Source: an optimization exercise on an open RTL-to-GDS flow (aim: small area, a short achievable clock period and few clock cycles). Production flows keep margins and buffers that such runs may drop.
Only simulation tests tie the RTL to the original design; equivalence was not proved.
Power is estimated from default activity; no workload was simulated.

==> flow/design.v <==
module cic_xfer (
    input  wire clk,
    input  wire rst,
    input  wire rdy,        
    input  wire pif_clk,
    output wire fall,       
    output wire rise        
);
    reg lvl;                
    wire taken = rdy & (pif_clk ^ lvl);
    assign fall = taken & lvl;
    assign rise = taken & ~lvl;
    always @(posedge clk) begin
        if (rst)
            lvl <= 1'b1;
        else if (taken)
            lvl <= pif_clk;
    end
endmodule
module cic_core (
    input  wire        clk,
    input  wire        rst,
    input  wire        start,
    input  wire        region_pal,
    input  wire        abort_req,
    input  wire [7:0]  seed,
    input  wire [47:0] checksum,    
    input  wire        pif_clk,
    input  wire        pif_din,
    output wire        drive_low,
    output wire        ready,
    output wire        busy,
    output wire        lockup,
    output reg  [1:0]  outcome
);
    localparam [127:0] TABLE_NTSC = 128'h89E16DC75B8F41B0CED01E31A581A90E;
    localparam [127:0] TABLE_PAL  = 128'hC511891728F321B0A57589171215F40E;
    localparam [1:0] OUT_NONE    = 2'd0;
    localparam [1:0] OUT_ENDED   = 2'd1;
    localparam [1:0] OUT_ABORTED = 2'd2;
    localparam [1:0] OUT_LOCKUP  = 2'd3;
    localparam [3:0] G_IDLE = 4'd0,
                     G_HELLO = 4'd1,    
                     G_SEED  = 4'd2,    
                     G_CK0   = 4'd3,    
                     G_CK    = 4'd4,    
                     G_INIT  = 4'd5,    
                     G_CMD   = 4'd6,    
                     G_CMPC  = 4'd7,    
                     G_CMPB  = 4'd8,    
                     G_V2A   = 4'd9,    
                     G_V2R   = 4'd10,   
                     G_V2Z   = 4'd11,   
                     G_V2T   = 4'd12,   
                     G_ACK   = 4'd13,   
                     G_LOCK  = 4'd14;
    reg  [3:0]   seg;
    reg          busy_r;
    reg          lock_r;
    reg          rdy;
    reg          drv;
    reg          rgn;
    reg  [1:0]   bc;        
    reg  [4:0]   nc;        
    reg  [3:0]   rsh;       
    reg  [3:0]   m1, m2, m3, m4, m5, m6, m7, m8,
                 m9, m10, m11, m12, m13, m14, m15;    
    reg  [119:0] sm;        
    reg  [3:0]   vt;        
    reg          vcy;       
    reg  [1:0]   rnd;
    reg          act;       
    reg  [3:0]   cx;        
    reg          vb, vc, vd, ve, vf, vg, vh;    
    reg          fall_q;    
    reg          v2s2;      
    reg          sm_shift;  
    wire [3:0] r4  = sm[3:0];      
    wire [3:0] r3  = sm[7:4];      
    wire [3:0] r2  = sm[11:8];     
    wire [3:0] r1  = sm[15:12];    
    wire [3:0] qa2 = sm[19:16];    
    wire [3:0] qa3 = sm[23:20];    
    wire [3:0] qa6 = sm[27:24];    
    wire [3:0] ptr = sm[31:28];    
    wire       qcc = sm[32];       
    wire [3:0] va  = sm[119:116];  
    wire fall, rise;
    cic_xfer u_xfer (
        .clk     (clk),
        .rst     (rst),
        .rdy     (rdy),
        .pif_clk (pif_clk),
        .fall    (fall),
        .rise    (rise)
    );
    assign ready     = rdy;
    assign drive_low = drv;
    assign busy      = busy_r;
    assign lockup    = lock_r;
    wire [1:0] bsel = ~bc;                  
    reg cmp_bit;
    always @* begin
        case (ptr)
            4'd1:  cmp_bit = m1[0];
            4'd2:  cmp_bit = m2[0];
            4'd3:  cmp_bit = m3[0];
            4'd4:  cmp_bit = m4[0];
            4'd5:  cmp_bit = m5[0];
            4'd6:  cmp_bit = m6[0];
            4'd7:  cmp_bit = m7[0];
            4'd8:  cmp_bit = m8[0];
            4'd9:  cmp_bit = m9[0];
            4'd10: cmp_bit = m10[0];
            4'd11: cmp_bit = m11[0];
            4'd12: cmp_bit = m12[0];
            4'd13: cmp_bit = m13[0];
            4'd14: cmp_bit = m14[0];
            default: cmp_bit = m15[0];
        endcase
    end
    reg ssend;    
    reg sbit;     
    always @* begin
        ssend = 1'b1;
        sbit  = 1'b0;
        case (seg)
            G_HELLO: sbit = bc[0] & (bc[1] | rgn);       
            G_SEED, G_CK: sbit = sm[bsel];
            G_CMPB:  begin ssend = bc[0]; sbit = cmp_bit; end
            G_V2A:   sbit = ~bc[0];                     
            G_V2T:   sbit = sm[bsel];
            G_CK0, G_V2Z, G_ACK: sbit = 1'b0;
            default: ssend = 1'b0;
        endcase
    end
    reg [3:0] ckx;
    always @* begin
        case (nc[3:0])
            4'd0:  ckx = checksum[3:0];
            4'd1:  ckx = checksum[7:4];
            4'd2:  ckx = checksum[11:8];
            4'd3:  ckx = checksum[15:12];
            4'd4:  ckx = checksum[19:16];
            4'd5:  ckx = checksum[23:20];
            4'd6:  ckx = checksum[27:24];
            4'd7:  ckx = checksum[31:28];
            4'd8:  ckx = checksum[35:32];
            4'd9:  ckx = checksum[39:36];
            4'd10: ckx = checksum[43:40];
            default: ckx = checksum[47:44];
        endcase
    end
    wire [3:0] v2_a1 = va ^ {~rsh[0], 3'b000};
    wire [3:0] v2_a2 = v2_a1 + {~v2_a1[1], 2'b00};
    wire [3:0] v2_t  = v2_a2 + rsh;
    wire [3:0] v2_u  = (vcy ? vt : vt + 4'd7) + vt;
    wire [4:0] v2_w  = {1'b0, v2_u} + {1'b0, vt} + {4'd0, vcy};
    wire [3:0] v2_out = ~v2_w[3:0];
    wire [3:0] n1  = cx + m1 + 4'd1;
    wire [3:0] n2  = ~(n1 + m2 + 4'd1);
    wire [4:0] s23 = {1'b0, qa2} + {1'b0, m3} + 5'd1;
    wire       cc  = s23[4];
    wire [3:0] n3  = cc ? (qa2 + {m3[2:0], 1'b1}) : s23[3:0];
    wire [3:0] a3  = cc ? n3 : m3;
    wire [3:0] n4  = qa3 + m4;
    wire [3:0] n5a = qa3 + m4 + m5;
    wire [3:0] n5b = {~m4[3], m4[2:0]} + (m4[3] ? 4'd0 : m5);
    wire [3:0] n5  = qcc ? n5b : n5a;
    wire [3:0] n6  = (qcc ? m5 : {~m5[3], m5[2:0]}) + ((~qcc & m5[3]) ? 4'd0 : m6) + {3'd0, qcc};
    wire [3:0] a6  = qcc ? n6 : m6;
    wire [3:0] n7  = qa6 + m7  + 4'd1;
    wire [3:0] n8  = n7  + m8  + 4'd1;
    wire [3:0] n9  = m8  + m9  + 4'd1;
    wire [3:0] n10 = n9  + m10 + 4'd1;
    wire [3:0] n11 = m10 + m11 + 4'd1;
    wire [3:0] n12 = n11 + m12 + 4'd1;
    wire [3:0] n13 = m12 + m13 + 4'd1;
    wire [3:0] n14 = n13 + m14 + 4'd1;
    wire [3:0] n15 = m14 + m15 + 4'd1;
    wire       rnd_end = vh & ~vg;            
    wire [3:0] ptr_next = rgn ? ptr - 4'd1 : ptr + 4'd1;
    wire       v2s1     = fall_q & (bc == 2'd3) & (seg == G_V2R);
    always @(posedge clk) begin
        v2s2 <= v2s1;
        sm_shift <= (fall & (bc == 2'd3) & (seg == G_V2T)) | v2s1;
        if (sm_shift) begin
            sm <= {v2_out, sm[119:4]};
        end else begin
            if (seg == G_HELLO) begin
                sm[15:12] <= 4'd15;                         
                sm[11:8]  <= 4'd0;
                sm[7:4]   <= seed[7:4] + seed[3:0] + 4'd1;   
                sm[3:0]   <= seed[7:4];                      
            end else if (seg == G_CK0) begin
                sm[15:12] <= 4'd3;
                sm[11:8]  <= 4'd5;
                sm[7:4]   <= 4'd3;
                sm[3:0]   <= 4'd0;
            end else if (fall_q && bc == 2'd3 && (seg == G_SEED || seg == G_CK)) begin
                sm[15:12] <= r1 + 4'd1 + vt;
                sm[11:8]  <= r2 + 4'd1 + r1;
                sm[7:4]   <= r3 + 4'd1 + r2;
                sm[3:0]   <= r4 + 4'd1 + r3;
            end
            if (act)
                sm[19:16] <= m2;
            if (vb) begin
                sm[23:20] <= a3;
                sm[32]    <= cc;
            end
            if (vc)
                sm[27:24] <= a6;
            if (rnd_end)
                sm[31:28] <= (m7 == 4'd0) ? 4'd1 : m7;
            else if (rise && seg == G_CMPB && bc[0])
                sm[31:28] <= ptr_next;
            if (seg == G_V2A)
                sm[119:116] <= 4'd5;
        end
        if (v2s2)
            vcy <= v2_w[4];
        else if (seg == G_V2A)
            vcy <= 1'b1;
        if (v2s1)
            vt <= v2_t;
        else if (seg == G_SEED)
            vt <= 4'd15;
        else if (seg == G_CK)
            vt <= ckx;
        if (fall)
            rsh <= {rsh[2:0], pif_din};
        fall_q <= fall;
        if (seg == G_INIT && !nc[0]) begin
            m1  <= rgn ? TABLE_PAL[4*17 +: 4] : TABLE_NTSC[4*17 +: 4];
            m2  <= rgn ? TABLE_PAL[4*18 +: 4] : TABLE_NTSC[4*18 +: 4];
            m3  <= rgn ? TABLE_PAL[4*19 +: 4] : TABLE_NTSC[4*19 +: 4];
            m4  <= rgn ? TABLE_PAL[4*20 +: 4] : TABLE_NTSC[4*20 +: 4];
            m5  <= rgn ? TABLE_PAL[4*21 +: 4] : TABLE_NTSC[4*21 +: 4];
            m6  <= rgn ? TABLE_PAL[4*22 +: 4] : TABLE_NTSC[4*22 +: 4];
            m7  <= rgn ? TABLE_PAL[4*23 +: 4] : TABLE_NTSC[4*23 +: 4];
            m8  <= rgn ? TABLE_PAL[4*24 +: 4] : TABLE_NTSC[4*24 +: 4];
            m9  <= rgn ? TABLE_PAL[4*25 +: 4] : TABLE_NTSC[4*25 +: 4];
            m10 <= rgn ? TABLE_PAL[4*26 +: 4] : TABLE_NTSC[4*26 +: 4];
            m11 <= rgn ? TABLE_PAL[4*27 +: 4] : TABLE_NTSC[4*27 +: 4];
            m12 <= rgn ? TABLE_PAL[4*28 +: 4] : TABLE_NTSC[4*28 +: 4];
            m13 <= rgn ? TABLE_PAL[4*29 +: 4] : TABLE_NTSC[4*29 +: 4];
            m14 <= rgn ? TABLE_PAL[4*30 +: 4] : TABLE_NTSC[4*30 +: 4];
            m15 <= rgn ? TABLE_PAL[4*31 +: 4] : TABLE_NTSC[4*31 +: 4];
        end else if (fall_q && seg == G_INIT && nc[0] && bc == 2'd3) begin
            m1 <= rsh;                           
        end else if (seg == G_CMPC) begin
            if (act) begin m1  <= n1;  m2  <= n2;  end
            if (vb)  m3 <= n3;
            if (vc)  begin m4  <= n4;  m5  <= n5;  m6  <= n6;  end
            if (vd)  begin m7  <= n7;  m8  <= n8;  end
            if (ve)  begin m9  <= n9;  m10 <= n10; end
            if (vf)  begin m11 <= n11; m12 <= n12; end
            if (vg)  begin m13 <= n13; m14 <= n14; end
            if (vh)  m15 <= n15;
        end
        if (act)
            cx <= cx - 4'd1;
        else if (rnd_end)
            cx <= n15;                           
        else if (seg != G_CMPC)
            cx <= m15;                           
    end
    always @(posedge clk) begin
        if (rst) begin
            seg     <= G_IDLE;
            busy_r  <= 1'b0;
            lock_r  <= 1'b0;
            rdy     <= 1'b0;
            drv     <= 1'b0;
            outcome <= OUT_NONE;
            act     <= 1'b0;
            vb      <= 1'b0;
            vc      <= 1'b0;
            vd      <= 1'b0;
            ve      <= 1'b0;
            vf      <= 1'b0;
            vg      <= 1'b0;
            vh      <= 1'b0;
        end else begin
            if (seg == G_CMPC) begin
                if (act)
                    act <= (cx != 4'd0);
                vb <= act;
                vc <= vb;
                vd <= vc;
                ve <= vd;
                vf <= ve;
                vg <= vf;
                vh <= vg;
                if (rnd_end) begin
                    rnd <= rnd + 2'd1;
                    if (rnd == 2'd2) begin
                        seg <= G_CMPB;
                        bc  <= 2'd0;
                        rdy <= 1'b1;
                    end else begin
                        act <= 1'b1;
                    end
                end
            end
            if (fall)
                drv <= ssend & ~sbit;
            if (seg == G_IDLE) begin
                if (start) begin
                    seg     <= G_HELLO;
                    busy_r  <= 1'b1;
                    rdy     <= 1'b1;
                    rgn     <= region_pal;
                    outcome <= OUT_NONE;
                    bc      <= 2'd0;
                    nc      <= 5'd0;
                end
            end else if (rise) begin
                drv <= 1'b0;
                bc  <= bc + 2'd1;
                case (seg)
                    G_HELLO: if (bc == 2'd3) seg <= G_SEED;
                    G_SEED: if (bc == 2'd3) begin
                        nc <= nc + 5'd1;
                        if (nc[3:0] == 4'd15) begin
                            seg <= G_CK0;
                            nc  <= 5'd0;
                        end
                    end
                    G_CK0: begin
                        seg <= G_CK;
                        bc  <= 2'd0;
                    end
                    G_CK: if (bc == 2'd3) begin
                        nc <= nc + 5'd1;
                        if (nc[3:0] == 4'd15) begin
                            seg <= G_INIT;
                            nc  <= 5'd0;
                        end
                    end
                    G_INIT: if (bc == 2'd3) begin
                        nc <= nc + 5'd1;
                        if (nc[0]) begin
                            if (abort_req) begin
                                seg     <= G_IDLE;
                                busy_r  <= 1'b0;
                                rdy     <= 1'b0;
                                outcome <= OUT_ABORTED;
                            end else begin
                                seg <= G_CMD;
                            end
                        end
                    end
                    G_CMD: if (bc[0]) begin
                        bc <= 2'd0;
                        nc <= 5'd0;
                        case (rsh[1:0])
                            2'b00: begin
                                seg    <= G_CMPC;
                                rdy    <= 1'b0;
                                rnd    <= 2'd0;
                                act    <= 1'b1;
                            end
                            2'b10: seg <= G_V2A;
                            2'b11: seg <= G_ACK;
                            default: begin
                                seg     <= G_LOCK;
                                lock_r  <= 1'b1;
                                rdy     <= 1'b0;
                                outcome <= OUT_LOCKUP;
                            end
                        endcase
                    end
                    G_CMPB: if (bc[0] && ptr_next == 4'd0) begin
                        bc <= 2'd0;
                        if (abort_req) begin
                            seg     <= G_IDLE;
                            busy_r  <= 1'b0;
                            rdy     <= 1'b0;
                            outcome <= OUT_ABORTED;
                        end else begin
                            seg <= G_CMD;
                        end
                    end
                    G_V2A: if (bc == 2'd3) begin
                        nc <= nc + 5'd1;
                        if (nc[0]) begin
                            seg <= G_V2R;
                            nc  <= 5'd0;
                        end
                    end
                    G_V2R: if (bc == 2'd3) begin
                        nc <= nc + 5'd1;
                        if (nc == 5'd29) begin
                            seg <= G_V2Z;
                            nc  <= 5'd0;
                        end
                    end
                    G_V2Z: begin
                        seg <= G_V2T;
                        bc  <= 2'd0;
                    end
                    G_V2T: if (bc == 2'd3) begin
                        nc <= nc + 5'd1;
                        if (nc == 5'd29) begin
                            if (abort_req) begin
                                seg     <= G_IDLE;
                                busy_r  <= 1'b0;
                                rdy     <= 1'b0;
                                outcome <= OUT_ABORTED;
                            end else begin
                                seg <= G_CMD;
                            end
                        end
                    end
                    G_ACK: begin
                        seg     <= G_IDLE;
                        busy_r  <= 1'b0;
                        rdy     <= 1'b0;
                        outcome <= OUT_ENDED;
                    end
                    default: ;
                endcase
            end
        end
    end
endmodule
==> flow/flow/run.sh <==
#!/bin/bash
# The standard layout, with the port buffers made of buf_2 cells (which
# the resizer may size up) instead of the default delay-buffer cell.
set -euo pipefail
export BUFFER_PORTS_ARGS="-buffer_cell sky130_fd_sc_hd__buf_2"
bash standard.sh > standard_flow.log 2>&1
==> flow/standard.sh <==
#!/bin/bash
# synth_recipe.tcl (not shown) runs the flow's synth.tcl, then flattens the netlist and writes it again
# the make line also repeats each setting of config.mk as NAME=value (left out here)
make -C /OpenROAD-flow-scripts/flow DESIGN_CONFIG=/design/flow/config.mk WORK_HOME=/design/flow/orfs CLKGATE_MAP_FILE= SYNTH_SCRIPT=/design/flow/synth_recipe.tcl "${@:-finish}"
==> flow/config.mk <==
export PLATFORM = sky130hd
export DESIGN_NAME = cic_core
export DESIGN_NICKNAME = cic_core
export VERILOG_FILES = /design/flow/design.v
export SDC_FILE = /design/flow/constraint.sdc
export NUM_CORES = 4
export LEC_CHECK = 0
export ABC_CLOCK_PERIOD_IN_PS = 2500
export CAP_MARGIN = 20
export CORE_MARGIN = 2
export CORE_UTILIZATION = 50
export PLACE_DENSITY = 0.6
export SETUP_SLACK_MARGIN = 4.7
export SLEW_MARGIN = 20
==> flow/constraint.sdc <==
create_clock -name core_clock -period 7.0 [get_ports {clk}]
set_input_delay 1.4000 -clock core_clock [delete_from_list [all_inputs] [get_ports {clk}]]
set_output_delay 1.4000 -clock core_clock [all_outputs]
set_load 0.01 [all_outputs]
==> results of run 1 <==
critical path, stage by stage (launching register included):
cell and delay (ps):
edfxtp_1 350, inv_1 50, ha_2 200, fa_2 590
inv_2 50, ha_4 200, a21o_1 160, a21oi_2 170
xnor2_2 140, xnor2_1 90, or2_4 230
area by class of cell:
type | instances | area (um2) | area share
clock buffers | 30 | 697 | 0.0444
clock inverters | 18 | 198 | 0.0126
inverters | 90 | 358 | 0.0228
multi-input cells | 816 | 6600 | 0.420
flip-flops and latches | 225 | 6400 | 0.407
well taps | 330 | 413 | 0.0263
repair buffers | 149 | 1040 | 0.0664
metal layers:
metal / track usage / vias up / part of all wire
li1: - / 4570 / -
met3: 0.0392 / 40 / 0.052
met4: 0.0569 / 0 / 0.019
met1: 0.307 / 4598 / 0.44
met5: 0 / - / 0
met2: 0.387 / 277 / 0.49
where the power goes:
group          internal (uW)  leakage [uW]  total, uW  switching, uW
Sequential              1460       0.00196       1480           19.7
Combinational            116       0.00368        249            132
Clock                    831      0.000422       1390            555
stage by stage:
step                      worst slack (ps)  total power (uW)  area [um2]  hold slack (ps)
after global routing                  4430              3240       15700              421
after detailed placement              3970              1730       13600              405
final                                 4530              3120       15700              417
after floorplan                       4380              1660       13100              400
after global placement                4110              1730       13600              401
after CTS                             4520              3140       15200              407
repair_timing:
| item | 4_1_cts | 5_1_grt |
|---|---|---|
| cloned | 0 | 0 |
| pin swaps | 38 | 51 |
| gates resized for setup | 84 | 65 |
| buffers inserted | 44 | 28 |
| endpoints found under the setup margin | 183 | 138 |
final timing paths:
path          start     end  cells past startpoint
max           m9[0]  m10[3]                     10
min          sm[87]  sm[83]                      0
max reg2reg   m9[0]  m10[3]                     10
min reg2reg  sm[87]  sm[83]                      0
placed cells by master, fill, tap and decap left out, types with 12 or more instances in the layout:
master,synthesis,final
a211oi_1,23,20
a21o_1,24,24
a21oi_1,99,89
a22oi_1,12,12
buf_2,9,61
buf_4,3,73
buf_6,3,12
clkbuf_16,0,27
dfxtp_1,38,27
edfxtp_1,187,187
fa_1,26,13
fa_2,0,13
ha_1,92,70
ha_4,0,16
inv_1,90,71
inv_2,0,16
mux2i_1,14,12
nand2_1,105,99
nand3_1,14,14
nor2_1,76,72
nor2b_1,24,19
nor3_1,20,16
o21ai_0,56,46
xnor2_1,42,33
xor2_1,30,30
kinds of logic after synthesis:
logic type / count (synthesis) / synth area share
AND/OR/NAND/NOR: 305 / 0.115
AO/OA/AOI/OAI: 300 / 0.149
flip-flops: 225 / 0.492
buffers and inverters: 146 / 0.0458
adder cells (fa/ha/maj): 118 / 0.129
XOR/XNOR: 75 / 0.0539
multiplexers: 18 / 0.0143
==> out/qor.yml, run 1 <==
status: "complete, no violations"
hold_viol_final: 0
syn_inst: 1187
max_freq_mhz: 405
fin_crit_sh: 0.353
routabilityCongestion: 0.877
p_per_area_nw_per_um2: 198
syn_nets: 1368
grt_pass1_vias: 9293
yosysWarnings: 2
synth-edff-count: 187
route.vias.total: 9485
ir_worst_vdd_uv: 204
track_usage: 0.229
finalClockSkew_ps: 19.1
area_growth_syn_to_layout_pct: 21.3
drt_iter0_drc: 776
hpwlAfterDp_um: 20900
htree_levels: 1
syn_area_um2: 12900
die_h_um: 165
yosys.area.top_type_share: 0.434
async_flop_share: 0
synthDistinctLibCells: 77
die_area_um2: 27200
largest-register: "sm"
synth.largest_area_cell: "edfxtp_1"
grt_overflow_total: 0
clk_path_buf_depth: 3
fillers: 2115
routed_wl_um: 30900
synth.most_common_cell: "edfxtp_1"
portBuffers: 68
clkTransAtPathRegs_ps: 60
start_util: 0.511
coreArea_um2: 25300
setup_tns_ps: 0
stdcell_count: 1658
final_util: 0.620
ys.flop_type: "edfxtp_1"
nets: 1489
r2r_slack_ps: 4530
tritoncts: "yes"
cts.sinks: 225
ys_seq_area_frac: 0.492
die_width_um: 165
postCtsHoldBufs: 0
power_leakage_uw: 0.00606
clkLatencyLatePin_ps: 530
crit_arrival_ps: 2740
slew_headroom: 0.395
design.portCount: 69
drc: 0
ant_nets: 0
grt_pass1_wl_um: 48900
slew_viol_final: 0
worstHoldPathType: "flop to flop"
synth_area_per_cell_um2: 10.9
synthTopCellsByArea: "edfxtp_1, ha_1, dfxtp_1"
antenna_found_initial: 0
required_ps: 7270
rsz0062_at_grt: "true"
startpoint_type: "flop"
vias_per_cell: 5.72
root_buffer: "clkbuf_16"
firstDrtPassIters: 6
drive_gt1_frac: 0.262
setup_violations: 0
crit_fanout: 3
reg.largest.list: "sm (120), nc (5)"
grt_max_degree: 94
synth.ff_latch_count: 225
worst_pin_slew_ps: 905
crit_type: "flop to flop"
synth_top_cells_by_count: "edfxtp_1, nand2_1, a21oi_1"
max_cap_violations: 0
diodes: 0
wl_per_cell_um: 18.6
rows: 58
cts_made_buffers: 26
end_kind: "flop"
min_period_ps: 2470
largest_reg_flops: 120
post-place-cells: 1538
Testbench counts, summed over its fixed seeds: cycles 47,364.
==> run 2, diff against run 1 <==
--- a/flow/config.mk
+++ b/flow/config.mk
@@ -10,5 +10,5 @@
 export CORE_MARGIN = 2
 export CORE_UTILIZATION = 50
 export PLACE_DENSITY = 0.6
-export SETUP_SLACK_MARGIN = 4.7
+export SETUP_SLACK_MARGIN = 4.5
 export SLEW_MARGIN = 20
==> run 2 against run 1 <==
  * Still clean on timing, DRC and antenna
  * Flip-flop and latch count is the same
  * Final area down 5.3%
  * Clock-buffer cell count up 2
  * Maximum frequency increased by 0.49%
  * Wire length down 4.2%
  * Non-clock buffer count decreased by 38
  * Clock skew down 3.0 ps
==> out/qor.yml, run 2 <==
status: "complete, no violations"
drc: 0  # unchanged
crit_arrival_ps: 2750  # about the same
combPwrFrac: 0.077  # -0.003
ant_nets: 0  # unchanged
hpwlAfterDp_um: 20500  # -1.6%
largest_reg_flops: 120  # unchanged
hold_viol_final: 0  # unchanged
switching_share: 0.228  # +0.00127
setup_tns_ps: 0  # unchanged
async_flop_share: 0  # unchanged
cts_made_buffers: 25  # -3.8%
yosysWarnings: 2  # unchanged
fillers: 2170  # +2.6%
final_cell_mix: "edfxtp_1, nand2_1, a21oi_1, nor2_1, ha_1"
ys_seq_area_frac: 0.492  # unchanged
cts.sinks: 225  # unchanged
clk_path_buf_depth: 3  # unchanged
die_width_um: 165  # unchanged
required_ps: 7290  # +20 ps
max_cap_violations: 0  # unchanged
design.portCount: 69  # unchanged
largest-register: "sm"
grt_pass1_vias: 9020  # -2.9%
stdcell_count: 1615  # -2.6%
synthDistinctLibCells: 77  # unchanged
nets: 1450  # -2.6%
reg2reg_depth: 10  # unchanged
synth-edff-count: 187  # unchanged
postCtsHoldBufs: 0  # unchanged
ir_worst_vdd_uv: 185  # -9.1%
vias_per_cell: 5.70  # -0.34%
ys.flop_type: "edfxtp_1"
die_area_um2: 27200  # unchanged
synth.largest_area_cell: "edfxtp_1"
syn_nets: 1368  # unchanged
synth_top_cells_by_count: "edfxtp_1, nand2_1, a21oi_1"
setup_violations: 0  # unchanged
area_growth_syn_to_layout_pct: 14.9
slew_headroom: 0.469  # +0.0735
final_util: 0.587  # -0.0331
min_path_cells: 0  # unchanged
p_seq_frac: 0.502  # +0.027
portBuffers: 68  # unchanged
routed_wl_um: 29600  # -4.2%
fin_crit_sh: 0.351  # -0.00173
synthTopCellsByArea: "edfxtp_1, ha_1, dfxtp_1"
clkTransAtPathRegs_ps: 60  # about the same
crit_type: "flop to flop"
grt_overflow_total: 0  # unchanged
worst_pin_slew_ps: 794  # -111 ps
finalClockSkew_ps: 16.0  # -3.02 ps
tritoncts: "yes"
reg.largest.list: "sm (120), nc (5)"
drive_gt1_frac: 0.190  # -0.0722
start_util: 0.511  # unchanged
coreArea_um2: 25300  # unchanged
grt_pass1_wl_um: 47100  # -3.6%
rsz0062_at_grt: "true"
firstDrtPassIters: 5  # -1
mostFrequentLayoutCell: "edfxtp_1"
max_freq_mhz: 407  # +0.49%
end_kind: "flop"
route.vias.total: 9208  # -2.9%
multi_input_area_um2: 6270  # -5.0%
antenna_found_initial: 0  # unchanged
yosys.area.top_type_share: 0.434  # unchanged
post-place-cells: 1538  # unchanged
root_buffer: "clkbuf_16"
p_sw_uw: 675  # -4.5%
crit_fanout: 2  # -1
syn_inst: 1187  # unchanged
final-seq-area_um2: 6390  # -0.18%
routabilityCongestion: 0.862  # -1.7%
worstHoldPathType: "flop to flop"
synth_area_per_cell_um2: 10.9  # unchanged
power_leakage_uw: 0.00571  # -5.7%
htree_levels: 1  # unchanged
cellInternalPower_uw: 2280  # -5.2%
rows: 58  # unchanged
slew_viol_final: 0  # unchanged
diodes: 0  # unchanged
grt_max_degree: 95  # +1.1%
drt_iter0_drc: 733  # -5.5%
min_period_ps: 2460  # -12.1 ps
die_h_um: 165  # unchanged
track_usage: 0.220  # -0.00910
wl_per_cell_um: 18.3  # -1.6%
synth.ff_latch_count: 225  # unchanged
p_per_area_nw_per_um2: 199  # +0.32%
clkLatencyLatePin_ps: 540  # about the same
startpoint_type: "flop"
syn_area_um2: 12900  # unchanged
synth.most_common_cell: "edfxtp_1"
clkPwrFrac: 0.421  # -0.024
==> run 2: logic make-up after synthesis <==
kind of cell	after synthesis	synth area share
AO/OA/AOI/OAI	300	0.149
XOR/XNOR	75	0.0539
adder cells (fa/ha/maj)	118	0.129
buffers and inverters	146	0.0458
flip-flops	225	0.492
multiplexers	18	0.0143
AND/OR/NAND/NOR	305	0.115
==> run 2: stage by stage <==
step	setup slack, ps	hold slack [ps]	area, um2	power, uW
global placement	4140	401	13600	1730
detailed placement	4030	405	13600	1730
global route	4390	420	14900	3080
floorplan	4380	400	13000	1660
CTS	4430	417	14500	2980
finish	4540	415	14900	2960
==> run 2: power by group through the flow <==
stage               sequential, uW  clock (uW)  combinational [uW]
finish                        1480        1250                 229
global route                  1490        1330                 257
CTS                           1480        1280                 222
detailed placement            1510           0                 216
global placement              1510           0                 213
floorplan                     1500           0                 157
==> run 2: worst max-delay path: stages (launching register included) <==
cell and delay, ps:
edfxtp_1 450, inv_2 120, ha_4 200, mux2i_4 150, fa_2 490, ha_4 290
o21ai_2 60, nand2b_1 100, a21oi_2 70, xor2_1 150, and2_1 150
==> run 2: repair_timing <==
item | 4_1_cts | 5_1_grt
setup endpoints to repair | 83 | 106
cloned | 0 | 0
setup buffers | 13 | 21
gates resized for setup | 30 | 50
pin swaps | 15 | 30
==> run 2: routing by layer <==
metal  GRT usage  share of wire
met5           0              0
met4      0.0415          0.012
met3      0.0286          0.044
met2       0.373           0.49
met1       0.305           0.45
==> run 2: cell type report <==
type | count | area share
sequential | 225 | 0.429
multi-input combinational | 816 | 0.422
clock buffer | 32 | 0.0452
timing repair buffer | 111 | 0.0451
tap | 330 | 0.0278
inverter | 90 | 0.0241
clock inverter | 11 | 0.00673
==> run 2: final timing paths <==
path	startpoint	to	slack (ps)
hold / removal	sm[83]	sm[79]	420
hold reg to reg	sm[83]	sm[79]	420
setup / recovery	vt[0]	sm[119]	4540
setup reg to reg	vt[0]	sm[119]	4540
==> run 3, diff against run 2 <==
--- a/flow/config.mk
+++ b/flow/config.mk
@@ -9,6 +9,8 @@
 export CAP_MARGIN = 20
 export CORE_MARGIN = 2
 export CORE_UTILIZATION = 50
+export CTS_CLUSTER_DIAMETER = 60
+export CTS_CLUSTER_SIZE = 20
 export PLACE_DENSITY = 0.6
 export SETUP_SLACK_MARGIN = 4.5
 export SLEW_MARGIN = 20
==> run 3 against run 2 <==
  * Total power is 0.12% lower
  * Clock power about the same
  * Global-route usage about the same
  * Synthesized cell count is the same
  * Flip-flop and latch count unchanged
  * Final area increased by 0.35%
  * Combinational power about the same
  * Via count up 0.18%
  * Largest cell class unchanged
  * Highest routed layer unchanged
  * Critical path type is now flop to output pin
==> out/qor.yml, run 3 <==
cts_made_buffers: 22  # -12%
synthDistinctLibCells: 77  # unchanged
final_cell_mix: "edfxtp_1, nand2_1, a21oi_1, inv_1, ha_1"
nets: 1452  # +0.14%
clk_path_buf_depth: 3  # unchanged
worst_pin_slew_ps: 740  # -54.1 ps
drc: 0  # unchanged
required_ps: 5600  # -1690 ps
portBuffers: 68  # unchanged
r2r-start: "vt[0]"
htree_levels: 1  # unchanged
wl_per_cell_um: 18.3  # -0.44%
design.portCount: 69  # unchanged
drive_gt1_frac: 0.195  # +0.00530
route.vias.total: 9225  # +0.18%
grt_max_degree: 95  # unchanged
hold_viol_final: 0  # unchanged
r2r_slack_ps: 4560  # +20 ps
holdCritStartpoint: "sm[50]"
max_cap_violations: 0  # unchanged
holdWs_ps: 417  # +1.31 ps
postPlaceCellArea_um2: 13600  # unchanged
async_flop_share: 0  # unchanged
synth_area_per_cell_um2: 10.9  # unchanged
min_path_cells: 0  # unchanged
reg2reg_depth: 10  # unchanged
routabilityCongestion: 0.862  # unchanged
syn_area_um2: 12900  # unchanged
die_area_um2: 27200  # unchanged
grt_pass1_vias: 8992  # -0.31%
syn_nets: 1368  # unchanged
clkLatencyLatePin_ps: 530  # about the same
crit_fanout: 5  # +3
cpMaxStageDelayCell: "dfxtp_2"
vias_per_cell: 5.71  # +0.12%
grt_overflow_total: 0  # unchanged
rows: 58  # unchanged
synth_top_cells_by_count: "edfxtp_1, nand2_1, a21oi_1"
fin_crit_sh: 0.349  # -0.00226
design_area_um2: 14900  # +0.35%
coreArea_um2: 25300  # unchanged
reg.largest.list: "sm (120), nc (5)"
synthTopCellsByArea: "edfxtp_1, ha_1, dfxtp_1"
synth.most_common_cell: "edfxtp_1"
tritoncts: "yes"
ir_worst_vdd_uv: 222  # +20%
ant_nets: 0  # unchanged
cts.sinks: 225  # unchanged
synth.ff_latch_count: 225  # unchanged
syn_inst: 1187  # unchanged
antenna_found_initial: 0  # unchanged
critPathMaxStageDelay_ps: 380  # -110 ps
grt_pass1_wl_um: 47200  # about the same
firstDrtPassIters: 5  # unchanged
status: "complete, no violations"
ys_seq_area_frac: 0.492  # unchanged
power_leakage_uw: 0.00574  # +0.48%
routed_wl_um: 29500  # -0.38%
rsz0062_at_grt: "true"
largest_reg_flops: 120  # unchanged
start_util: 0.511  # unchanged
min_to: "sm[46]"
ys.flop_type: "edfxtp_1"
dpl_worst_slack_ps: 4030  # unchanged
drt_iter0_drc: 799  # +9.0%
setup_ws_ps: 4560  # +15.8 ps
crit_arrival_ps: 1040  # -1710 ps
clkTransAtPathRegs_ps: 80  # +20 ps
area_growth_syn_to_layout_pct: 15.3
synth.largest_area_cell: "edfxtp_1"
die_h_um: 165  # unchanged
largest-register: "sm"
mostFrequentLayoutCell: "edfxtp_1"
synth-edff-count: 187  # unchanged
crit_chain: "buf_2"
die_width_um: 165  # unchanged
crit_type: "flop to output pin"
crit_buf_inv: 1  # unchanged
yosys.area.top_type_share: 0.434  # unchanged
startpoint_type: "flop"
min_period_ps: 2440  # -15.8 ps
cp_top_family: "flip-flops"
worstHoldPathType: "flop to flop"
p_per_area_nw_per_um2: 198  # -0.47%
root_buffer: "clkbuf_16"
finalClockSkew_ps: 15.5  # -0.524 ps
slew_viol_final: 0  # unchanged
yosysWarnings: 2  # unchanged
setup_violations: 0  # unchanged
track_usage: 0.219  # about the same
regToRegEndpoint: "sm[119]"
max_freq_mhz: 409  # +0.65%
diodes: 0  # unchanged
hpwlAfterDp_um: 20500  # unchanged
slew_headroom: 0.507  # +0.0380
end_kind: "output pin"
setup_tns_ps: 0  # unchanged
[run 3: how the worst max path moves through the flow]
stage | cells after the start | end | from
global placement | 7 | seg[2] | pif_clk
global route | 10 | sm[119] | vt[0]
detailed placement | 7 | outcome[0] | pif_clk
floorplan | 7 | sm[6] | seed[4]
CTS | 7 | nc[1] | nc[0]
finish | 1 | ready | rdy
[run 3: cell families (layout without fill, tap and decap cells)]
logic type / count (synthesis) / in the layout / share of synthesized area
AO/OA/AOI/OAI: 300 / 300 / 0.149
XOR/XNOR: 75 / 75 / 0.0539
adder cells (fa/ha/maj): 118 / 118 / 0.129
buffers and inverters: 146 / 245 / 0.0458
flip-flops: 225 / 225 / 0.492
multiplexers: 18 / 18 / 0.0143
AND/OR/NAND/NOR: 305 / 305 / 0.115
[run 3: cell type report]
type	instances	area [um2]
sequential	225	6390
clock inverter	16	190
tap	330	413
fill	2139	10400
multi-input combinational	816	6290
inverter	90	359
clock buffer	23	576
timing repair buffer	116	712
[run 3: metal layers]
layer / part of all wire / up-vias / routed length [um] / GRT usage
met5: 0 / - / 0 / 0
met1: 0.46 / 4459 / 13500 / 0.308
met3: 0.046 / 41 / 1350 / 0.0261
met2: 0.48 / 239 / 14100 / 0.368
li1: - / 4486 / - / -
met4: 0.019 / 0 / 553 / 0.0470
[run 3: power by group]
part	internal (uW)	switching [uW]	leakage [uW]	total, uW
logic	108	124	0.00341	232
clock network	644	599	0.000372	1240
registers	1460	21.7	0.00195	1480
[run 3: metrics by stage]
step                cells   util  total power [uW]
global route         1616  0.589              3070
detailed placement   1538  0.536              1730
floorplan            1187      -              1660
global placement     1538  0.536              1730
finish               1616  0.589              2960
CTS                  1593  0.576              2980
[run 3: repair_timing]
item                                    in CTS  in global routing
resized for setup                           33                 45
endpoints found under the setup margin      83                 82
hold buffers                                 0                  0
pin swaps                                   15                 36
setup buffers                               16                 23
==> run 4, diff against run 3 <==
--- a/flow/config.mk
+++ b/flow/config.mk
@@ -9,8 +9,8 @@
 export CAP_MARGIN = 20
 export CORE_MARGIN = 2
 export CORE_UTILIZATION = 50
-export CTS_CLUSTER_DIAMETER = 60
-export CTS_CLUSTER_SIZE = 20
+export CTS_CLUSTER_DIAMETER = 70
+export CTS_CLUSTER_SIZE = 24
 export PLACE_DENSITY = 0.6
 export SETUP_SLACK_MARGIN = 4.5
 export SLEW_MARGIN = 20
==> run 4 against run 3 <==
  * Sequential share of layout area rose by 0.78 points
  * Die area unchanged
  * Highest routed layer unchanged
  * Area after synthesis stayed put
  * Clock skew is 3.1 ps higher
  * Worst setup slack improved by 12 ps
  * Register-to-register slack about the same
  * Still clean on timing, DRC and antenna
  * Clock power is 23% lower
  * Global-route usage shrank 0.27 points
  * Total power decreased by 9.9%
==> out/qor.yml, run 4 <==
root_buffer: "clkbuf_16"
holdCritStartpoint: "sm[73]"
crit_arrival_ps: 2690  # +1650 ps
area_growth_syn_to_layout_pct: 13.1
antenna_found_initial: 0  # unchanged
final_util: 0.579  # -0.0108
final_cell_mix: "edfxtp_1, nand2_1, a21oi_1, inv_1, ha_1"
slew_headroom: 0.466  # -0.0408
firstDrtPassIters: 7  # +2
end_kind: "flop"
postCtsHoldBufs: 0  # unchanged
hold_viol_final: 0  # unchanged
start_util: 0.511  # unchanged
ant_nets: 0  # unchanged
finalClockSkew_ps: 18.6  # +3.12 ps
design_area_um2: 14700  # -1.8%
diodes: 0  # unchanged
die_h_um: 165  # unchanged
grt_pass1_vias: 8899  # -1.0%
mostFrequentLayoutCell: "edfxtp_1"
yosys.area.top_type_share: 0.434  # unchanged
synth-edff-count: 187  # unchanged
synth_top_cells_by_count: "edfxtp_1, nand2_1, a21oi_1"
wl_per_cell_um: 18.3  # about the same
power_leakage_uw: 0.00561  # -2.3%
coreArea_um2: 25300  # unchanged
drc: 0  # unchanged
required_ps: 7260  # +1660 ps
syn_nets: 1368  # unchanged
vias_per_cell: 5.69  # -0.36%
tritoncts: "yes"
synth.largest_area_cell: "edfxtp_1"
yosysWarnings: 2  # unchanged
setup_violations: 0  # unchanged
synth.ff_latch_count: 225  # unchanged
ys.flop_type: "edfxtp_1"
synthDistinctLibCells: 77  # unchanged
grt_max_degree: 95  # unchanged
r2r-start: "vcy"
postPlaceCellArea_um2: 13600  # unchanged
fin_crit_sh: 0.347  # -0.00166
reg.largest.list: "sm (120), nc (5)"
grt_pass1_wl_um: 46700  # -0.98%
portBuffers: 68  # unchanged
syn_area_um2: 12900  # unchanged
routabilityCongestion: 0.862  # unchanged
clk_path_buf_depth: 3  # unchanged
max_freq_mhz: 411  # +0.48%
rows: 58  # unchanged
rsz0062_at_grt: "true"
design.portCount: 69  # unchanged
holdWs_ps: 421  # +4.38 ps
grt_overflow_total: 0  # unchanged
clkTransAtPathRegs_ps: 90  # about the same
min_period_ps: 2430  # -11.6 ps
ys_seq_area_frac: 0.492  # unchanged
syn_inst: 1187  # unchanged
synth.most_common_cell: "edfxtp_1"
die_width_um: 165  # unchanged
p_per_area_nw_per_um2: 182  # -8.3%
slew_viol_final: 0  # unchanged
cts_made_buffers: 17  # -23%
nets: 1444  # -0.55%
ir_worst_vdd_uv: 202  # -8.8%
largest_reg_flops: 120  # unchanged
drt_iter0_drc: 704  # -12%
crit_type: "flop to flop"
hpwlAfterDp_um: 20500  # unchanged
synthTopCellsByArea: "edfxtp_1, ha_1, dfxtp_1"
cts.sinks: 225  # unchanged
worstHoldPathType: "flop to flop"
crit_fanout: 4  # -1
drive_gt1_frac: 0.187  # -0.00822
synth_area_per_cell_um2: 10.9  # unchanged
startpoint_type: "flop"
worst_pin_slew_ps: 797  # +56.9 ps
async_flop_share: 0  # unchanged
routed_wl_um: 29300  # -0.85%
track_usage: 0.217  # -0.00272
crit_start: "vcy"
status: "complete, no violations"
route.vias.total: 9118  # -1.2%
die_area_um2: 27200  # unchanged
clkLatencyLatePin_ps: 490  # -40 ps
largest-register: "sm"
htree_levels: 1  # unchanged
setup_tns_ps: 0  # unchanged
max_cap_violations: 0  # unchanged
[run 4: critical path, cell delays in order (launching register included)]
cell and delay (ps):
edfxtp_1 450, inv_1 200, mux2i_4 270, fa_2 480
ha_4 280, o21ai_2 60, nand2b_1 100, a21oi_2 70
xor2_1 150, and2_1 150
[run 4: metal layers]
layer / wire, um / global-route usage
met1: 13500 / 0.306
met2: 14200 / 0.366
met3: 1240 / 0.0259
met4: 382 / 0.0356
met5: 0 / 0
[run 4: cells by family (layout without fill, tap and decap cells)]
group | count (synthesis) | in the layout | share of synthesized area
buf+inv | 146 | 232 | 0.0458
compound gates | 300 | 300 | 0.149
simple gates | 305 | 305 | 0.115
fa+ha+maj | 118 | 118 | 0.129
mux | 18 | 18 | 0.0143
xor+xnor | 75 | 75 | 0.0539
flops | 225 | 225 | 0.492
[run 4: path summary, 6_finish.rpt]
path | to | slack [ps] | depth (start not counted)
hold reg to reg | sm[69] | 420 | 0
setup / recovery | sm[119] | 4570 | 9
setup reg to reg | sm[119] | 4570 | 9
hold / removal | sm[69] | 420 | 0
[run 4: area by class of cell]
class                   instances  area, um2
inverters                      90        359
clock inverters                 8       60.1
clock buffers                  21        450
repair buffers                113        686
flip-flops and latches        225       6390
well taps                     330        413
multi-input cells             816       6300
fillers                      2199      10700
[run 4: stage by stage]
step           total power (uW)  setup slack, ps  instances
3_3_place_gp               1730             4140       1538
6_report                   2660             4570       1603
5_1_grt                    2770             4430       1603
4_1_cts                    2680             4440       1580
2_1_floorplan              1660             4380       1187
3_5_place_dp               1730             4030       1538
[run 4: what timing repair did]
action,in CTS,in global routing
resized for setup,28,54
setup endpoints to repair,83,105
buffers inserted,13,23
pin swaps,16,32
[run 4: report_power, final]
| group | internal, uW | switching, uW | total [uW] | leakage [uW] |
|---|---|---|---|---|
| sequential | 1460 | 22.3 | 1480 | 0.00195 |
| combinational | 107 | 123 | 230 | 0.00341 |
| clock | 470 | 480 | 949 | 0.000250 |
==> run 5, diff against run 4 <==
--- a/flow/config.mk
+++ b/flow/config.mk
@@ -8,9 +8,9 @@
 export ABC_CLOCK_PERIOD_IN_PS = 2500
 export CAP_MARGIN = 20
 export CORE_MARGIN = 2
-export CORE_UTILIZATION = 50
+export CORE_UTILIZATION = 55
 export CTS_CLUSTER_DIAMETER = 70
 export CTS_CLUSTER_SIZE = 24
-export PLACE_DENSITY = 0.6
+export PLACE_DENSITY = 0.65
 export SETUP_SLACK_MARGIN = 4.5
 export SLEW_MARGIN = 20
==> run 5 against run 4 <==
  * Clock skew grew 21 ps
  * Clock-buffer cell count down 1
  * Synthesized cell count unchanged
  * Sequential share of layout area is 0.099 points higher
  * Total power increased by 2.4%
  * Clock power up 7%
  * Flip-flop and latch count unchanged
  * Non-clock buffer count down 5
  * Wire length decreased by 0.91%
  * Critical path type unchanged
  * Critical endpoint unchanged
  * Largest cell class unchanged
==> out/qor.yml, run 5 <==
synthDistinctLibCells: 77  # unchanged
end_kind: "flop"
syn_nets: 1368  # unchanged
post-place-cells: 1527  # -0.72%
ys_seq_area_frac: 0.492  # unchanged
synth_top_family_by_area: "compound AO/OA/AOI/OAI gates"
ir_worst_vdd_uv: 197  # -2.8%
routed_wl_um: 29000  # -0.91%
synth_fa_ha_area_frac: 0.129  # unchanged
final_cell_mix: "edfxtp_1, nand2_1, a21oi_1, inv_1, ha_1"
min_period_ps: 2520  # +86.2 ps
cts.sinks: 225  # unchanged
yosysWarnings: 2  # unchanged
grt_max_degree: 92  # -3.2%
ant_nets: 0  # unchanged
antenna_found_initial: 0  # unchanged
drive_gt1_frac: 0.183  # -0.00350
drt_iter0_drc: 558  # -21%
fillers: 1949  # -11%
largest-register: "sm"
finalClockSkew_ps: 39.7  # +21.0 ps
root_buffer: "clkbuf_16"
grt_overflow_total: 0  # unchanged
start_util: 0.557  # +0.0454
nets: 1440  # -0.28%
portBuffers: 68  # unchanged
synth-simple-area-share: 0.115  # unchanged
die_h_um: 157  # -4.5%
synth.largest_area_cell: "edfxtp_1"
slew_headroom: 0.499  # +0.0333
required_ps: 7270  # about the same
synth_xor_area_frac: 0.0539  # unchanged
crit_arrival_ps: 2790  # +100 ps
postCtsHoldBufs: 0  # unchanged
die_width_um: 157  # -4.5%
drc: 0  # unchanged
hpwlAfterDp_um: 20300  # -0.96%
diodes: 0  # unchanged
synth_mux_area_frac: 0.0143  # unchanged
synth_compound_area_frac: 0.149  # unchanged
area_growth_syn_to_layout_pct: 12.9
synth-edff-count: 187  # unchanged
clkLatencyLatePin_ps: 510  # +20 ps
reg.largest.list: "sm (120), nc (5)"
p_per_area_nw_per_um2: 186  # +2.6%
async_flop_share: 0  # unchanged
slew_viol_final: 0  # unchanged
rsz0062_at_grt: "true"
cts_made_buffers: 17  # unchanged
status: "complete, no violations"
ys.flop_type: "edfxtp_1"
synth_area_per_cell_um2: 10.9  # unchanged
worstHoldPathType: "flop to flop"
syn_area_um2: 12900  # unchanged
synth_top_cells_by_count: "edfxtp_1, nand2_1, a21oi_1"
max_freq_mhz: 397  # -3.4%
startpoint_type: "flop"
routabilityCongestion: 0.874  # +1.4%
synth.ff_latch_count: 225  # unchanged
syn_inst: 1187  # unchanged
synth.most_common_cell: "edfxtp_1"
track_usage: 0.235  # +0.0187
stdcell_count: 1589  # -0.87%
rows: 56  # -3.4%
mostFrequentLayoutCell: "edfxtp_1"
vias_per_cell: 5.78  # +1.6%
power_leakage_uw: 0.00561  # about the same
coreArea_um2: 23300  # -8.2%
setup_tns_ps: 0  # unchanged
grt_pass1_vias: 8907  # +0.090%
power_uw: 2730  # +2.4%
setup_violations: 0  # unchanged
htree_levels: 1  # unchanged
fin_crit_sh: 0.360  # +0.0123
crit_type: "flop to flop"
crit_fanout: 2  # -2
largest_reg_flops: 120  # unchanged
clk_path_buf_depth: 3  # unchanged
clkTransAtPathRegs_ps: 90  # about the same
hold_viol_final: 0  # unchanged
design.portCount: 69  # unchanged
synthTopCellsByArea: "edfxtp_1, ha_1, dfxtp_1"
final_util: 0.629  # +0.0502
max_cap_violations: 0  # unchanged
grt_pass1_wl_um: 46500  # -0.52%
yosys.area.top_type_share: 0.434  # unchanged
die_area_um2: 24800  # -8.9%
worst_pin_slew_ps: 751  # -45.6 ps
route.vias.total: 9181  # +0.69%
tritoncts: "yes"
firstDrtPassIters: 5  # -2
wl_per_cell_um: 18.2  # about the same
==> run 5: changes by cell type in the layout (fill, tap and decap cells not counted), moves of 2 or more <==
cell / delta
inv_6: +3
ha_4: -2
nor2b_2: -2
nand2b_2: -2
inv_1: +2
dfxtp_2: +2
buf_4: -5
ha_1: +2
dfxtp_1: -2
nand2b_1: +3
clkinv_2: -3
==> run 5: per-layer routing <==
metal  GRT usage  vias to the layer above  share of wire
met5           0                        -              0
met4      0.0494                        0          0.014
met3      0.0289                       36          0.049
met2       0.399                      247           0.48
met1       0.326                     4446           0.45
li1            -                     4452              -
==> run 5: kinds of logic after synthesis <==
family,count (synthesis)
and+or+nand+nor,305
muxes,18
adders and majority gates,118
DFF,225
buffers and inverters,146
xor gates and xnor gates,75
AOI/OAI and AO/OA,300
==> run 5: where the power goes <==
group / internal [uW] / switching (uW) / leakage, uW
sequential: 1460 / 23.0 / 0.00195
combinational: 104 / 122 / 0.00338
clock: 508 / 509 / 0.000267
==> run 5: worst paths after layout <==
check	start	end	slack (ps)	cells after the start
setup reg to reg	vt[0]	sm[119]	4480	10
hold reg to reg	sm[113]	sm[109]	420	0
hold / removal	sm[113]	sm[109]	420	0
setup / recovery	vt[0]	sm[119]	4480	10
==> run 5: per-stage QoR <==
| stage | hold slack (ps) | worst slack [ps] | cell area, um2 |
|---|---|---|---|
| after CTS | 418 | 4490 | 14300 |
| after floorplan | 400 | 4380 | 13000 |
| final | 419 | 4480 | 14600 |
| after global routing | 433 | 4410 | 14600 |
| after detailed placement | 405 | 4090 | 13600 |
| after global placement | 401 | 4100 | 13600 |
==> run 5: layout make-up <==
class	instances	area, um2	share of cell area
inverters	90	355	0.0243
well taps	319	399	0.0273
clock buffers	20	437	0.0299
repair buffers	108	648	0.0443
flip-flops and latches	225	6390	0.437
multi-input cells	817	6280	0.429
clock inverters	10	120	0.00821
==> run 5: timing repair <==
item,in CTS,in global routing
gates resized for setup,37,40
cloned,0,1
setup endpoints to repair,113,103
setup buffers,13,18
pin swaps,15,24
==> run 5: worst max-delay path: stages (launching register included) <==
cell      delay [ps]
edfxtp_1         480
inv_2            120
ha_4             200
mux2i_4          170
fa_2             480
ha_4             280
o21ai_2           60
nand2b_1         100
a21oi_2           60
xor2_1           150
and2_1           150
==> run 6, diff against run 5 <==
==> flow/flow/run.sh (replaced) <==
#!/bin/bash
# The standard layout, with the port buffers made of buf_1 cells (which
# the resizer may size up) instead of the default delay-buffer cell.
set -euo pipefail
export BUFFER_PORTS_ARGS="-buffer_cell sky130_fd_sc_hd__buf_1"
bash standard.sh > standard_flow.log 2>&1
--- a/flow/config.mk
+++ b/flow/config.mk
@@ -8,9 +8,9 @@
 export ABC_CLOCK_PERIOD_IN_PS = 2500
 export CAP_MARGIN = 20
 export CORE_MARGIN = 2
-export CORE_UTILIZATION = 55
+export CORE_UTILIZATION = 50
 export CTS_CLUSTER_DIAMETER = 70
 export CTS_CLUSTER_SIZE = 24
-export PLACE_DENSITY = 0.65
+export PLACE_DENSITY = 0.6
 export SETUP_SLACK_MARGIN = 4.5
 export SLEW_MARGIN = 20
==> run 6 against run 5 <==
  * Still clean on timing, DRC and antenna
  * Worst setup slack better by 55 ps
  * Final area up 1.3%
  * Clock-buffer cell count down 1
  * Sequential share of layout area down 0.60 points
  * Critical endpoint unchanged
  * Largest power group unchanged
==> out/qor.yml, run 6 <==
status: "complete, no violations"
drc: 0  # unchanged
routed_wl_um: 29500  # +1.7%
crit_fanout: 2  # unchanged
crit_arrival_ps: 2740  # -50 ps
min_period_ps: 2460  # -54.5 ps
slew_viol_final: 0  # unchanged
synth.largest_area_cell: "edfxtp_1"
synthDistinctLibCells: 77  # unchanged
grt_pass1_wl_um: 47200  # +1.6%
reg.largest.list: "sm (120), nc (5)"
required_ps: 7270  # about the same
wl_per_cell_um: 18.2  # about the same
route.vias.total: 9188  # +0.076%
nets: 1457  # +1.2%
synth_top_cells_by_count: "edfxtp_1, nand2_1, a21oi_1"
clk_path_buf_depth: 3  # unchanged
diodes: 0  # unchanged
largest_reg_flops: 120  # unchanged
fin_crit_sh: 0.352  # -0.00779
worst_pin_slew_ps: 824  # +73.0 ps
yosys.area.top_type_share: 0.434  # unchanged
async_flop_share: 0  # unchanged
portBuffers: 68  # unchanged
syn_inst: 1187  # unchanged
die_width_um: 165  # +4.8%
vias_per_cell: 5.68  # -1.7%
power_uw: 2830  # +3.9%
grt_max_degree: 93  # +1.1%
tritoncts: "yes"
ys_seq_area_frac: 0.492  # unchanged
clkLatencyLatePin_ps: 520  # about the same
start_util: 0.511  # -0.0454
cp_top_family: "adder cells"
syn_nets: 1368  # unchanged
drive_gt1_frac: 0.151  # -0.0327
design.portCount: 69  # unchanged
grt_overflow_total: 0  # unchanged
die_area_um2: 27200  # +9.7%
startpoint_type: "flop"
cpMaxStageDelayCell: "edfxtp_1"
clkTransAtPathRegs_ps: 90  # about the same
cts.sinks: 225  # unchanged
hpwlAfterDp_um: 20600  # +1.3%
synth.most_common_cell: "edfxtp_1"
ant_nets: 0  # unchanged
ys.flop_type: "edfxtp_1"
dpl_worst_slack_ps: 3870  # -221 ps
setup_tns_ps: 0  # unchanged
crit_top_cell: "ha_1"
track_usage: 0.220  # -0.0148
drt_iter0_drc: 804  # +44%
synthTopCellsByArea: "edfxtp_1, ha_1, dfxtp_1"
area_growth_syn_to_layout_pct: 14.5
antenna_found_initial: 0  # unchanged
root_buffer: "clkbuf_16"
routabilityCongestion: 0.871  # -0.37%
critPathMaxStageDelay_ps: 470  # about the same
crit_type: "flop to flop"
die_h_um: 165  # +4.8%
mostFrequentLayoutCell: "edfxtp_1"
worstHoldPathType: "flop to flop"
postCtsHoldBufs: 0  # unchanged
rsz0062_at_grt: "true"
crit_chain: "inv_2 -> ha_4 -> mux2i_4 -> ha_1 -> a21o_1 -> a21oi_2 -> xnor2_1 -> ha_1 -> xor2_1 -> and2_1"
final_util: 0.585  # -0.0435
grt_pass1_vias: 8887  # -0.22%
setup_violations: 0  # unchanged
rows: 58  # +3.6%
synth-edff-count: 187  # unchanged
hold_viol_final: 0  # unchanged
cts_made_buffers: 19  # +2
slew_headroom: 0.449  # -0.0507
crit_buf_inv: 1  # unchanged
finalClockSkew_ps: 27.1  # -12.6 ps
coreArea_um2: 25300  # +8.9%
firstDrtPassIters: 5  # unchanged
synth_area_per_cell_um2: 10.9  # unchanged
end_kind: "flop"
final_cell_mix: "edfxtp_1, nand2_1, a21oi_1, nor2_1, ha_1"
p_per_area_nw_per_um2: 191  # +2.5%
max_cap_violations: 0  # unchanged
setup_ws_ps: 4540  # +54.5 ps
ir_worst_vdd_uv: 180  # -8.6%
yosysWarnings: 2  # unchanged
htree_levels: 1  # unchanged
largest-register: "sm"
max_freq_mhz: 406  # +2.2%
syn_area_um2: 12900  # unchanged
power_leakage_uw: 0.00554  # -1.2%
synth.ff_latch_count: 225  # unchanged
-- run 6: what timing repair did --
item | CTS | global route
buffers inserted | 16 | 29
pin swaps | 16 | 38
hold endpoints to repair | 0 | 0
gates cloned | 0 | 1
resized for setup | 32 | 57
endpoints found under the setup margin | 84 | 63
-- run 6: per-stage QoR --
| stage | instances | instance area (um2) | hold WS (ps) |
|---|---|---|---|
| after floorplan | 1187 | 13000 | 400 |
| after detailed placement | 1539 | 13500 | 405 |
| after CTS | 1587 | 14400 | 410 |
| final | 1617 | 14800 | 409 |
| after global routing | 1617 | 14800 | 422 |
| after global placement | 1539 | 13500 | 401 |
-- run 6: cells by family after synthesis --
kind of cell    share of synthesized area
mux                                0.0143
buf+inv                            0.0458
compound gates                      0.149
fa+ha+maj                           0.129
flops                               0.492
simple gates                        0.115
xor+xnor                           0.0539
-- run 6: worst paths after layout --
check	start	end	slack, ps	depth (start not counted)
hold / removal	sm[77]	sm[73]	410	0
hold reg to reg	sm[77]	sm[73]	410	0
setup / recovery	vt[0]	sm[119]	4540	10
setup reg to reg	vt[0]	sm[119]	4540	10
-- run 6: metal layers --
metal	track usage	vias up	wire length, um
li1	-	4488	-
met1	0.304	4399	13400
met2	0.366	254	14000
met3	0.0284	47	1350
met4	0.0652	0	757
met5	0	-	0
-- run 6: area by class of cell --
type                       count  area (um2)
clock buffer                  19         475
clock inverter                13         190
fill                        2156       10500
inverter                      90         359
multi-input combinational    817        6310
sequential                   225        6390
tap                          330         413
timing repair buffer         123         684
-- run 6: power by group --
part	total (uW)	internal, uW	switching (uW)
Combinational	219	99.8	119
Sequential	1480	1460	23.0
Clock	1130	575	554
Total	2830	2130	696
==> run 7, diff against run 6 <==
--- a/flow/design.v
+++ b/flow/design.v
@@ -71,7 +71,7 @@
     reg  [1:0]   rnd;
     reg          act;       
     reg  [3:0]   cx;        
-    reg          vb, vc, vd, ve, vf, vg, vh;    
+    reg          vc, vd, ve, vf, vg, vh;    
     reg          fall_q;    
     reg          v2s2;      
     reg          sm_shift;  
@@ -79,7 +79,6 @@
     wire [3:0] r3  = sm[7:4];      
     wire [3:0] r2  = sm[11:8];     
     wire [3:0] r1  = sm[15:12];    
-    wire [3:0] qa2 = sm[19:16];    
     wire [3:0] qa3 = sm[23:20];    
     wire [3:0] qa6 = sm[27:24];    
     wire [3:0] ptr = sm[31:28];    
@@ -154,14 +153,31 @@
     wire [3:0] v2_a1 = va ^ {~rsh[0], 3'b000};
     wire [3:0] v2_a2 = v2_a1 + {~v2_a1[1], 2'b00};
     wire [3:0] v2_t  = v2_a2 + rsh;
-    wire [3:0] v2_u  = (vcy ? vt : vt + 4'd7) + vt;
-    wire [4:0] v2_w  = {1'b0, v2_u} + {1'b0, vt} + {4'd0, vcy};
-    wire [3:0] v2_out = ~v2_w[3:0];
+    function [4:0] v2_step2;
+        input       cy;
+        input [3:0] t;
+        reg   [3:0] u;
+        reg   [4:0] w;
+        begin
+            u = (cy ? t : t + 4'd7) + t;
+            w = {1'b0, u} + {1'b0, t} + {4'd0, cy};
+            v2_step2 = {w[4], ~w[3:0]};
+        end
+    endfunction
+    wire [4:0] v2_tab [0:31];
+    genvar gi;
+    generate
+        for (gi = 0; gi < 32; gi = gi + 1) begin : g_v2
+            assign v2_tab[gi] = v2_step2(gi / 16, gi % 16);
+        end
+    endgenerate
+    wire [4:0] v2_f   = v2_tab[{vcy, vt}];
+    wire [3:0] v2_out = v2_f[3:0];
     wire [3:0] n1  = cx + m1 + 4'd1;
     wire [3:0] n2  = ~(n1 + m2 + 4'd1);
-    wire [4:0] s23 = {1'b0, qa2} + {1'b0, m3} + 5'd1;
+    wire [4:0] s23 = {1'b0, m2} + {1'b0, m3} + 5'd1;
     wire       cc  = s23[4];
-    wire [3:0] n3  = cc ? (qa2 + {m3[2:0], 1'b1}) : s23[3:0];
+    wire [3:0] n3  = cc ? (m2 + {m3[2:0], 1'b1}) : s23[3:0];
     wire [3:0] a3  = cc ? n3 : m3;
     wire [3:0] n4  = qa3 + m4;
     wire [3:0] n5a = qa3 + m4 + m5;
@@ -203,9 +219,7 @@
                 sm[7:4]   <= r3 + 4'd1 + r2;
                 sm[3:0]   <= r4 + 4'd1 + r3;
             end
-            if (act)
-                sm[19:16] <= m2;
-            if (vb) begin
+            if (act) begin
                 sm[23:20] <= a3;
                 sm[32]    <= cc;
             end
@@ -219,7 +233,7 @@
                 sm[119:116] <= 4'd5;
         end
         if (v2s2)
-            vcy <= v2_w[4];
+            vcy <= v2_f[4];
         else if (seg == G_V2A)
             vcy <= 1'b1;
         if (v2s1)
@@ -250,8 +264,7 @@
         end else if (fall_q && seg == G_INIT && nc[0] && bc == 2'd3) begin
             m1 <= rsh;                           
         end else if (seg == G_CMPC) begin
-            if (act) begin m1  <= n1;  m2  <= n2;  end
-            if (vb)  m3 <= n3;
+            if (act) begin m1  <= n1;  m2  <= n2;  m3  <= n3;  end
             if (vc)  begin m4  <= n4;  m5  <= n5;  m6  <= n6;  end
             if (vd)  begin m7  <= n7;  m8  <= n8;  end
             if (ve)  begin m9  <= n9;  m10 <= n10; end
@@ -275,7 +288,6 @@
             drv     <= 1'b0;
             outcome <= OUT_NONE;
             act     <= 1'b0;
-            vb      <= 1'b0;
             vc      <= 1'b0;
             vd      <= 1'b0;
             ve      <= 1'b0;
@@ -286,8 +298,7 @@
             if (seg == G_CMPC) begin
                 if (act)
                     act <= (cx != 4'd0);
-                vb <= act;
-                vc <= vb;
+                vc <= act;
                 vd <= vc;
                 ve <= vd;
                 vf <= ve;
==> run 7 against run 6 <==
  * First-iteration DRC count is 31% lower
  * Register-to-register slack got worse by 30 ps
  * Worst hold slack lost 5.6 ps
  * Clock-buffer cell count decreased by 1
  * Wire length increased by 1.5%
  * Core utilization is 0.64 points lower
  * Critical path depth decreased by 3
  * Sequential share of layout area up 0.76 points
  * Total power shrank 5.3%
  * Die area is 1.6% lower
==> out/qor.yml, run 7 <==
worst_pin_slew_ps: 921  # +96.7 ps
crit_chain: "buf_6 -> or4b_4 -> a21o_2 -> a41oi_4 -> buf_4 -> nor2_1 -> o41ai_1"
rsz0062_at_grt: "true"
crit_buf_inv: 2  # +1
synth_top_cells_by_count: "edfxtp_1, nand2_1, a21oi_1"
synth-edff-count: 187  # unchanged
grt_overflow_total: 0  # unchanged
firstDrtPassIters: 5  # unchanged
die_h_um: 164  # -0.82%
design.portCount: 69  # unchanged
hpwlAfterDp_um: 21000  # +2.1%
ys.flop_type: "edfxtp_1"
syn_inst: 1166  # -1.8%
crit_arrival_ps: 2800  # +60 ps
required_ps: 7310  # +40 ps
power_leakage_uw: 0.00533  # -3.8%
ant_nets: 0  # unchanged
synth.most_common_cell: "edfxtp_1"
startpoint_type: "flop"
min_to: "sm[109]"
die_width_um: 164  # -0.82%
wl_per_cell_um: 18.8  # +3.1%
path_depth: 7  # -3
reg.largest.list: "sm (120), nc (5)"
synth.largest_area_cell: "edfxtp_1"
holdWs_ps: 404  # -5.64 ps
largest_reg_flops: 120  # unchanged
r2r_slack_ps: 4510  # -30 ps
synth_area_per_cell_um2: 10.9  # about the same
ys_seq_area_frac: 0.499  # +0.00680
end_kind: "flop"
regToRegEndpoint: "bc[1]"
fillers: 2188  # +1.5%
setup_tns_ps: 0  # unchanged
p_per_area_nw_per_um2: 184  # -3.5%
syn_area_um2: 12700  # -1.7%
clkTransAtPathRegs_ps: 90  # about the same
slew_viol_final: 0  # unchanged
max_cap_violations: 0  # unchanged
portBuffers: 68  # unchanged
yosys.area.top_type_share: 0.441  # +0.00737
ir_worst_vdd_uv: 211  # +17%
die_area_um2: 26800  # -1.6%
mostFrequentLayoutCell: "edfxtp_1"
drive_gt1_frac: 0.149  # -0.00165
antenna_found_initial: 1  # +1
slew_headroom: 0.384  # -0.0647
routabilityCongestion: 0.905  # +3.9%
yosysWarnings: 2  # unchanged
track_usage: 0.227  # +0.00622
min_period_ps: 2490  # +28.5 ps
worstHoldPathType: "flop to flop"
grt_max_degree: 93  # unchanged
cpMaxStageDelayCell: "or4b_4"
reg2reg_depth: 7  # -3
route.vias.total: 9106  # -0.89%
cp_top_family: "compound AO/OA/AOI/OAI gates"
rows: 58  # unchanged
synthTopCellsByArea: "edfxtp_1, ha_1, dfxtp_1"
post-place-cells: 1518  # -1.4%
cts_made_buffers: 17  # -2
clkLatencyLatePin_ps: 500  # -20 ps
drt_iter0_drc: 558  # -31%
nets: 1423  # -2.3%
fin_crit_sh: 0.356  # +0.00408
r2r-start: "sm[29]"
setup_violations: 0  # unchanged
tritoncts: "yes"
crit_fanout: 4  # +2
async_flop_share: 0  # unchanged
start_util: 0.507  # -0.00419
finalClockSkew_ps: 24.4  # -2.72 ps
cts.sinks: 224  # -0.44%
synth.ff_latch_count: 224  # -0.44%
grt_pass1_vias: 8823  # -0.72%
htree_levels: 1  # unchanged
stdcell_count: 1592  # -1.5%
status: "complete, no violations"
largest-register: "sm"
root_buffer: "clkbuf_16"
syn_nets: 1338  # -2.2%
area_growth_syn_to_layout_pct: 14.1
routed_wl_um: 29900  # +1.5%
max_freq_mhz: 401  # -1.1%
crit_type: "flop to flop"
hold_viol_final: 0  # unchanged
coreArea_um2: 25100  # -0.86%
grt_pass1_wl_um: 47900  # +1.4%
vias_per_cell: 5.72  # +0.66%
clk_path_buf_depth: 3  # unchanged
holdCritStartpoint: "sm[113]"
final_cell_mix: "edfxtp_1, nand2_1, a21oi_1, inv_1, nor2_1"
synthDistinctLibCells: 83  # +7.8%
drc: 0  # unchanged
critPathMaxStageDelay_ps: 550  # +80 ps
min_path_cells: 0  # unchanged
-- run 7: changes by cell type after synthesis, moves of 5 or more --
| cell | delta |
|---|---|
| o21ai_0 | -9 |
| nor3_1 | -7 |
| ha_1 | -8 |
| nand2b_1 | +11 |
| nand2_1 | +6 |
| a211oi_1 | -6 |
| o211ai_1 | +6 |
| clkbuf_1 | +8 |
| mux2i_1 | -5 |
| xor2_1 | -6 |
-- run 7: routing by layer --
layer | GRT usage | vias up | wire, um
met5 | 0 | - | 0
met4 | 0.0502 | 0 | 686
met3 | 0.0325 | 46 | 1520
met2 | 0.371 | 269 | 14000
met1 | 0.322 | 4390 | 13700
li1 | - | 4401 | -
-- run 7: area by class of cell --
class | count | area (um2) | area share
tap | 330 | 413 | 0.0284
antenna | 1 | 2.50 | 0.000172
timing repair buffer | 122 | 672 | 0.0462
inverter | 87 | 344 | 0.0237
clock inverter | 11 | 111 | 0.00766
sequential | 224 | 6370 | 0.438
multi-input combinational | 799 | 6190 | 0.426
clock buffer | 18 | 429 | 0.0295
-- run 7: worst register-to-register path, stage by stage (launching register included) --
cell and delay (ps):
edfxtp_1 510, buf_6 180, or4b_4 550, a21o_2 240
a41oi_4 330, buf_4 170, nor2_1 40, o41ai_1 280
-- run 7: logic make-up (layout without fill, tap and decap cells) --
| kind of cell | after synthesis | after routing | synth area share |
|---|---|---|---|
| other cells | 0 | 1 | 0 |
| flops | 224 | 224 | 0.499 |
| fa+ha+maj | 109 | 109 | 0.122 |
| buf+inv | 143 | 238 | 0.0442 |
| mux | 17 | 17 | 0.0150 |
| xor+xnor | 69 | 69 | 0.0507 |
| compound gates | 301 | 301 | 0.155 |
| simple gates | 303 | 303 | 0.114 |
-- run 7: worst max-delay path by stage --
stage / from / endpoint / slack [ps]
after floorplan: seed[4] / sm[6] / 4380
after global placement: pif_clk / nc[4] / 3990
after detailed placement: pif_clk / nc[1] / 3930
after CTS: m9[0] / m10[3] / 4480
after global routing: m9[0] / m10[3] / 4410
final: sm[29] / bc[1] / 4510
-- run 7: where the power goes --
part / internal (uW) / total, uW / switching [uW]
sequential: 1450 / 1470 / 20.3
combinational: 96.2 / 215 / 119
clock: 474 / 991 / 517
-- run 7: what timing repair did --
item / 4_1_cts / 5_1_grt
hold endpoints to repair: 0 / 0
hold buffers: 0 / 0
resized for setup: 27 / 54
buffers inserted: 19 / 25
setup endpoints to repair: 95 / 71
pin swaps: 10 / 32
-- run 7: per-stage QoR --
step | power [uW] | instance area (um2) | util | setup slack (ps)
3_5_place_dp | 1710 | 13400 | 0.532 | 3930
4_1_cts | 2710 | 14100 | 0.563 | 4480
6_report | 2680 | 14500 | 0.579 | 4510
2_1_floorplan | 1650 | 12900 | - | 4380
3_3_place_gp | 1710 | 13400 | 0.532 | 3990
5_1_grt | 2780 | 14500 | 0.579 | 4410
Testbench counts of run 7, summed over its fixed seeds: cycles 47,175.

[separate check: timing with driven ports]
How much do the figures lean on ideal ports? The routed layouts below were timed once more, with nothing changed but the port constraints.
Step 1, drivers: a clkbuf_16 drives clk and a buf_2 each remaining input, both assumed.
Step 2 also shifts input and output timing later by t, the mid clock arrival at the registers, as if the neighbouring blocks saw the same clock.
Slacks: ideal / step 1 / step 2; pairs: ideal / step 1.
run | t (ns) | setup slack, ns
run 1 | 0.569 | 4.528 / 4.528 / 4.156
run 2 | 0.575 | 4.540 / 4.508 / 4.106
run 3 | 0.562 | 4.556 / 4.511 / 4.113
run 4 | 0.530 | 4.568 / 4.555 / 4.087
run 5 | 0.540 | 4.481 / 4.481 / 4.036
run 6 | 0.549 | 4.536 / 4.520 / 4.073
run 7 | 0.530 | 4.507 / 4.507 / 4.062
After both steps every run listed still meets setup and hold.
